Context: an optimization exercise on an open-source flow, tuned for small area, a short achievable clock period and few clock cycles. The choices shown serve that exercise and are no tape-out recipe.
Function was checked by simulation only, so behaviour that the tests miss may differ from the original.
Power figures rest on the tool's default switching activity, not on a simulated workload.

==> v13 <==
==> flow/design.v <==
module cs220_core (
    input             clk,
    input             rst,           
    output            mem_req,
    output            mem_we,
    output     [11:0] mem_addr,
    output     [63:0] mem_wdata,
    input             mem_ready,
    input      [63:0] mem_rdata,
    output            done,
    output     [1:0]  status,
    output            fatal,
    output     [63:0] pc,
    output     [2:0]  cc,            
    input      [3:0]  dbg_sel,
    output     [63:0] dbg_data
);
    localparam [1:0] ST_RUN = 2'd0, ST_HLT = 2'd1, ST_ADR = 2'd2, ST_INS = 2'd3;
    localparam [3:0] F_HALT = 4'h0, F_NOP = 4'h1, F_CMOV = 4'h2, F_LDI = 4'h3,
                     F_ST = 4'h4, F_LD = 4'h5, F_ALU = 4'h6, F_JMP = 4'h7,
                     F_CALL = 4'h8, F_RET = 4'h9, F_PUSH = 4'hA, F_POP = 4'hB;
    localparam       SP = 4;
    function [63:0] add64;
        input [63:0] a, b;
        input        cin;
        reg   [63:0] g, p, gg, pp;
        integer l, k, j;
        begin
            g  = a & b;
            p  = a ^ b;
            gg = g;
            pp = p;
            gg[0] = g[0] | (p[0] & cin);
            for (l = 0; l < 6; l = l + 1)
                for (k = 0; k < 64; k = k + 1)
                    if ((k >> l) & 1) begin
                        j = ((k >> l) << l) - 1;
                        gg[k] = gg[k] | (pp[k] & gg[j]);
                        pp[k] = pp[k] & pp[j];
                    end
            add64 = p ^ {gg[62:0], cin};
        end
    endfunction
    function [15:0] dec16;
        input [3:0] s;
        dec16 = 16'd1 << s;
    endfunction
    reg [63:0]  pc_r;
    reg [1:0]   status_r;
    reg         fatal_r;
    reg         zf, sf, of;
    reg [127:0] q;           
    reg [4:0]   nq;          
    reg [15:0]  rl_oh;       
    reg [15:0]  rh_oh;       
    reg         ls;
    reg         ls_bad;      
    reg [11:0]  ea_r;
    reg [15:0]  ls_oh;       
    wire [3:0]  fam  = q[7:4];
    wire [3:0]  sub  = q[3:0];
    wire [63:0] word = q[79:16];     
    wire [63:0] tgt  = q[71:8];      
    wire running = (status_r == ST_RUN) && !fatal_r;
    wire go      = running && mem_ready;    
    reg  [63:0] rf [0:15];
    reg  [15:0] vld;
    reg         wa_en;
    reg         wa_rh;       
    reg  [63:0] wa_d;
    reg         wsp_en;      
    wire [15:0] wa_oh = wa_rh ? rh_oh : rl_oh;
    wire [63:0] sp_adj;
    integer i;
    always @(posedge clk) begin
        for (i = 0; i < 16; i = i + 1) begin
            if (wa_en && wa_oh[i])
                rf[i] <= wa_d;
            else if (wsp_en && i == SP)
                rf[i] <= sp_adj;
        end
    end
    always @(posedge clk) begin
        if (rst)
            vld <= 16'd0;
        else begin
            if (wa_en)  vld <= vld | wa_oh;
            if (wsp_en) vld[SP] <= 1'b1;
        end
    end
    wire [15:0] sel_rl = rl_oh & vld;
    wire [15:0] sel_rh = (running ? (ls ? ls_oh : rh_oh) : dec16(dbg_sel)) & vld;
    reg  [63:0] x_rl, x_rh;
    always @(*) begin
        x_rl = 64'd0;
        x_rh = 64'd0;
        for (i = 0; i < 16; i = i + 1) begin
            x_rl = x_rl | ({64{sel_rl[i]}} & rf[i]);
            x_rh = x_rh | ({64{sel_rh[i]}} & rf[i]);
        end
    end
    wire [63:0] x_sp = vld[SP] ? rf[SP] : 64'd0;
    assign dbg_data = x_rh;
    reg take;
    always @(*) begin
        case (sub)
            4'd0: take = 1'b1;
            4'd1: take = (sf ^ of) | zf;
            4'd2: take = sf ^ of;
            4'd3: take = zf;
            4'd4: take = ~zf;
            4'd5: take = ~(sf ^ of);
            4'd6: take = ~(sf ^ of) & ~zf;
            default: take = 1'b0;
        endcase
    end
    wire cond_ok = (sub <= 4'd6);
    wire        is_sub = (sub[1:0] == 2'd1);
    wire [63:0] opb    = x_rh ^ {64{is_sub}};
    wire [63:0] sum    = add64(x_rl, opb, is_sub);
    wire [63:0] ab_p   = x_rl ^ opb;
    wire [63:0] ab_o   = x_rl | opb;
    wire [63:0] alu_r  = !sub[1] ? sum : sub[0] ? ab_p : (x_rl & x_rh);
    wire zf_add = (ab_p[0] == is_sub) && (&(ab_p[63:1] ~^ ab_o[62:0]));
    wire zf_n   = !sub[1] ? zf_add : sub[0] ? !(|ab_p) : !(|(x_rl & x_rh));
    wire alu_o  = sub[1] ? 1'b0 :
                  is_sub ? ((x_rl[63] != x_rh[63]) && (sum[63] == x_rh[63]))
                         : ((x_rh[63] == x_rl[63]) && (sum[63] != x_rh[63]));
    wire [63:0] ls_p   = x_rl ^ word;
    wire [63:0] ls_o   = x_rl | word;
    wire [12:0] ea_l12 = {1'b0, x_rl[11:0]} + {1'b0, word[11:0]};
    wire        ea_v   = (ls_p[12] == ea_l12[12]) && (&(ls_p[63:13] ~^ ls_o[62:12])) &&
                         (ea_l12[11:0] <= 12'd4088);
    wire        pcv     = (pc_r[63:12] == 52'd0);         
    wire        pc_rb   = (pc_r[11:0] != 12'hFFF);        
    wire        pc_w2   = (pc_r[11:0] <= 12'd4086);       
    wire        pc_w1   = (pc_r[11:0] <= 12'd4087);       
    wire        spm8_v  = (x_sp[63:13] == 51'd0) &&
                          (x_sp[12] ? (x_sp[11:0] == 12'd0) : (x_sp[11:3] != 9'd0));
    wire        sp_v    = (x_sp[63:12] == 52'd0) && (x_sp[11:0] <= 12'd4088);
    wire        sp_dn   = (fam == F_CALL) || (fam == F_PUSH);
    wire [9:0]  sp_h    = x_sp[12:3] + (sp_dn ? 10'h3FF : 10'd1);
    assign      sp_adj  = {51'd0, sp_h, x_sp[2:0]};
    wire [4:0] len = (fam == F_CMOV || fam == F_ALU || fam == F_PUSH || fam == F_POP) ? 5'd2 :
                     (fam == F_LDI || fam == F_ST || fam == F_LD) ? 5'd10 :
                     (fam == F_JMP || fam == F_CALL) ? 5'd9 : 5'd1;
    wire       have = (nq >= len);       
    wire       ex   = running && pcv && have && !ls;
    wire [12:0] pc_lo = {1'b0, pc_r[11:0]} + {8'd0, ls ? 5'd10 : len};
    wire [63:0] pc_n  = {51'd0, pc_lo};
    reg        ok;
    reg        f_adr, f_ins, f_fatal;
    always @(*) begin
        f_adr = 1'b0; f_ins = 1'b0; f_fatal = 1'b0;
        case (fam)
            F_HALT, F_NOP: ;
            F_CMOV: if (!pc_rb) f_adr = 1'b1; else if (!cond_ok) f_fatal = 1'b1;
            F_LDI:  f_adr = !pc_rb || !pc_w2;
            F_ST:   f_adr = !pc_rb || !pc_w2;
            F_LD:   f_adr = !pc_rb || !pc_w2 || !ea_v;
            F_ALU:  if (!pc_rb) f_adr = 1'b1; else if (sub[3] | sub[2]) f_ins = 1'b1;
            F_JMP:  if (!pc_w1) f_adr = 1'b1; else if (!cond_ok) f_fatal = 1'b1;
            F_CALL: f_adr = !pc_w1 || !spm8_v;
            F_RET:  f_adr = !sp_v;
            F_PUSH: f_adr = !pc_rb || !spm8_v;
            F_POP:  f_adr = !pc_rb || !sp_v;
            default: f_ins = 1'b1;
        endcase
        ok = ex && !f_adr && !f_ins && !f_fatal;
    end
    wire jmp_t   = (fam == F_JMP) && take;
    wire data_op = (fam == F_LD) || (fam == F_CALL) || (fam == F_RET) ||
                   (fam == F_PUSH) || (fam == F_POP);
    wire redir   = (fam == F_CALL) || (fam == F_RET);    
    wire [4:0] lc   = (ex && !jmp_t && !redir) ? len : 5'd0;
    wire [4:0] m    = nq - lc;                           
    wire       refill = !(ex && data_op) && !ls;
    wire [11:0] st_d  = (ls ? ea_r : sp_adj[11:0]) - pc_r[11:0];
    wire        st_near = (st_d <= 12'd26) || (st_d >= 12'hFF8);
    reg        we;
    reg [11:0] addr;
    always @(*) begin
        we   = running && (ls ? !ls_bad :
                           (pcv && have && spm8_v &&
                            ((fam == F_CALL && pc_w1) || (fam == F_PUSH && pc_rb))));
        addr = pc_r[11:0] + {7'd0, nq};
        if (ls)
            addr = ea_r;
        else if (ex) begin
            case (fam)
                F_LD:    addr = ea_l12[11:0];
                F_JMP:   if (take) addr = tgt[11:0];
                F_CALL, F_PUSH: addr = sp_adj[11:0];
                F_RET, F_POP: addr = x_sp[11:0];
                default: ;
            endcase
        end
    end
    assign mem_req   = running;
    assign mem_we    = we;
    assign mem_addr  = addr;
    assign mem_wdata = (fam == F_CALL && !ls) ? pc_n : x_rh;
    always @(*) begin
        wa_en  = 1'b0;
        wa_rh  = 1'b0;
        wa_d   = mem_rdata;
        wsp_en = 1'b0;
        if (ok && mem_ready) begin
            case (fam)
                F_CMOV: begin wa_en = take; wa_d = x_rh; end
                F_LDI:  begin wa_en = 1'b1; wa_d = word; end
                F_LD:   begin wa_en = 1'b1; wa_rh = 1'b1; wa_d = mem_rdata; end
                F_ALU:  begin wa_en = 1'b1; wa_d = alu_r; end
                F_CALL, F_RET, F_PUSH: wsp_en = 1'b1;
                F_POP: begin
                    wa_en = 1'b1; wa_rh = 1'b1; wa_d = mem_rdata;
                    wsp_en = !rh_oh[SP];
                end
                default: ;
            endcase
        end
    end
    reg [127:0] q_sh;
    reg [127:0] q_nx;
    reg [4:0]   nq_nx;
    integer k;
    always @(*) begin
        case (lc)
            5'd1:    q_sh = {8'd0, q[127:8]};
            5'd2:    q_sh = {16'd0, q[127:16]};
            5'd9:    q_sh = {72'd0, q[127:72]};
            5'd10:   q_sh = {80'd0, q[127:80]};
            default: q_sh = q;
        endcase
        for (k = 0; k < 16; k = k + 1)
            q_nx[8*k +: 8] = (k < m) ? q_sh[8*k +: 8] : mem_rdata[8*((k - m) & 7) +: 8];
        if (ex && jmp_t) begin
            q_nx  = {64'd0, mem_rdata};
            nq_nx = 5'd8;
        end else if (ex && redir)
            nq_nx = 5'd0;
        else if (refill)
            nq_nx = (m > 5'd8) ? 5'd16 : m + 5'd8;
        else if ((ls || fam == F_PUSH) && st_near)
            nq_nx = 5'd0;
        else
            nq_nx = m;
    end
    always @(posedge clk) begin
        if (go) begin
            q     <= q_nx;
            rl_oh <= dec16(q_nx[11:8]);
            rh_oh <= dec16(q_nx[15:12]);
        end
    end
    always @(posedge clk) begin
        if (rst) begin
            pc_r     <= 64'd0;
            status_r <= ST_RUN;
            fatal_r  <= 1'b0;
            zf       <= 1'b0;
            sf       <= 1'b0;
            of       <= 1'b0;
            nq       <= 5'd0;
            ls       <= 1'b0;
        end else if (go && ls) begin
            ls <= 1'b0;
            if (ls_bad) status_r <= ST_ADR;
            else begin
                pc_r <= pc_n;
                nq   <= nq_nx;
            end
        end else if (go) begin
            nq <= nq_nx;
            if (!pcv)
                status_r <= ST_ADR;
            else if (ex) begin
                if (f_adr)   status_r <= ST_ADR;
                if (f_ins)   status_r <= ST_INS;
                if (f_fatal) fatal_r  <= 1'b1;
                if (fam == F_HALT) status_r <= ST_HLT;
            end
            if (ok) begin
                case (fam)
                    F_JMP:  pc_r <= take ? tgt : pc_n;
                    F_CALL: pc_r <= tgt;
                    F_RET:  pc_r <= mem_rdata;
                    F_ST: begin
                        ls     <= 1'b1;
                        ea_r   <= ea_l12[11:0];
                        ls_bad <= !ea_v;
                        ls_oh  <= rh_oh;
                    end
                    F_HALT: ;
                    default: pc_r <= pc_n;
                endcase
                if (fam == F_ALU) begin
                    zf <= zf_n;
                    sf <= alu_r[63];
                    of <= alu_o;
                end
            end
        end
    end
    assign done     = !running;
    assign status   = status_r;
    assign fatal    = fatal_r;
    assign pc       = pc_r;
    assign cc       = {zf, sf, of};
endmodule
==> flow/flow/run.sh <==
#!/bin/bash
# The standard layout (standard.sh, unchanged synthesis), except that the
# port buffers that placement inserts on every input and output are buf_4
# cells instead of the default delay-buffer cells, so that the resizer can
# size them within the buf footprint.
set -euo pipefail
bash standard.sh synth > synth.log 2>&1
bash standard.sh finish BUFFER_PORTS_ARGS="-inputs -outputs -buffer_cell sky130_fd_sc_hd__buf_4" > layout.log 2>&1
==> flow/standard.sh <==
#!/bin/bash
# synth_recipe.tcl (not shown) runs the flow's synth.tcl, then flattens the netlist and writes it again
# the make line also repeats each setting of config.mk as NAME=value (left out here)
make -C /OpenROAD-flow-scripts/flow DESIGN_CONFIG=/design/flow/config.mk WORK_HOME=/design/flow/orfs CLKGATE_MAP_FILE= SYNTH_SCRIPT=/design/flow/synth_recipe.tcl "${@:-finish}"
==> flow/config.mk <==
export PLATFORM = sky130hd
export DESIGN_NAME = cs220_core
export DESIGN_NICKNAME = cs220_core
export VERILOG_FILES = /design/flow/design.v
export SDC_FILE = /design/flow/constraint.sdc
export NUM_CORES = 4
export LEC_CHECK = 0
export CAP_MARGIN = 20
export CELL_PAD_IN_SITES_DETAIL_PLACEMENT = 1
export CELL_PAD_IN_SITES_GLOBAL_PLACEMENT = 2
export CORE_MARGIN = 2
export CORE_UTILIZATION = 35
export CTS_BUF_LIST = sky130_fd_sc_hd__clkbuf_4 sky130_fd_sc_hd__clkbuf_8
export PLACE_DENSITY = 0.55
export SETUP_SLACK_MARGIN = 4.3
export SLEW_MARGIN = 20
==> flow/constraint.sdc <==
create_clock -name core_clock -period 11.0 [get_ports {clk}]
set_input_delay 2.2000 -clock core_clock [delete_from_list [all_inputs] [get_ports {clk}]]
set_output_delay 2.2000 -clock core_clock [all_outputs]
set_load 0.01 [all_outputs]
==> v20 (differences from v13) <==
==> flow/run.sh (new file) <==
#!/bin/bash
# synth_recipe.tcl (not shown) runs the flow's synth.tcl, then flattens the netlist and writes it again
# the make line also repeats each setting of config.mk as NAME=value (left out here)
make -C /OpenROAD-flow-scripts/flow DESIGN_CONFIG=/design/flow/config.mk WORK_HOME=/design/flow/orfs CLKGATE_MAP_FILE= SYNTH_SCRIPT=/design/flow/synth_recipe.tcl finish
removed: flow/flow/run.sh
removed: flow/standard.sh
==> notes <==
v13 reached the layout checks and failed them: capacitance limit, slew limit. v20 completed with no timing, DRC or antenna violations. Between v20 and v13, the lower first-iteration DRC count is in v13 (gap about 0.6%, measured against v13). In v20 the worst hold slack is higher than in v13, by 12 ps. Of v13 and v20, v13 has the higher register-to-register slack (gap 100 ps). Synthesized area is the same in v20 and v13. Sequential power is about the same in v13 and v20. In synthesized cell count, v20 and v13 do not differ. In sequential cell count, v20 and v13 do not differ. Between v13 and v20, the lower clock power is in v13 (gap about 2%, measured against v20). Of v20 and v13, v13 has the higher fmax (gap 0.67%, measured against v13).
==> figures <==
| metric | v13 | v20 |
|---|---|---|
| Pre-CTS setup slack | 1629 ps | 931.4 ps |
| Total power of the final layout | 0.04337 W | 0.04326 W |
| Count of placed standard cells in the final layout, fillers left out | 11210 | 11179 |
| Number of detailed-routing iterations run before antenna repair | 7 | 10 |
| Multi-input gate area | 0.03871 mm2 | 0.03880 mm2 |
| Leakage Power | 37.62 nW | 37.29 nW |
| Multi-input combinational cell count | 4877 | 4880 |
| Sum of routed wire length over all layers | 522600 um | 524300 um |
| Critical path data required time | 8800 ps | 11820 ps |
| Sequential power | 0.00833 W | 0.00830 W |
| Post-Route M1 WL | 200400 um | 197300 um |
| Buffers plus inverters on the worst setup path | 4 | 9 |
| Run status | complete, but fails checks | complete, no violations |
| Reasons for failing layout checks | capacitance limit, slew limit | - |
| Max-capacitance violation count | 1 | 0 |
| Final clock skew | 121.3 ps | 84.05 ps |
| Skew-Pair Late Insertion Delay | 1060 ps | 1080 ps |
| Power drawn by the clock network | 0.00482 W | 0.00492 W |
| Worst slew pin tran | 1622 ps | 1319 ps |
| Worst Reg-to-Reg Cells | 23 | 28 |
| Post-route core utilization | 0.4843 | 0.4839 |
Testbench counts of v13, summed over its fixed seeds: cycles 64,992.
Testbench counts of v20, summed over its fixed seeds: cycles 64,992.

==> separate check: timing with driven ports <==
The results above use ideal ports. As a check the final layouts listed here were re-extracted and re-timed, cells and wires unchanged. Step 1 assumes that a clkbuf_16 drives the clock port and a buf_2 every other input. Step 2 moves the port delays by t, midway between the first and last clock arrival at a register: inputs arrive t later, outputs are due t later. That takes back most of the time a late clock gives input paths. a / b / c = ideal / step 1 / step 2; a / b = the first two.
run	t, ns	slack for setup (ns)	latest minus earliest clock arrival (ns)	worst register clock-pin slew, ns
v13	1.097	3.777 / 3.675 / 2.909	0.121 / 0.121	0.07 / 0.07
v20	1.132	3.728 / 3.640 / 2.565	0.084 / 0.084	0.07 / 0.07
For v20, which loses most, drivers alone change the setup slack by -0.088 ns; drivers and shift together by -1.163 ns.
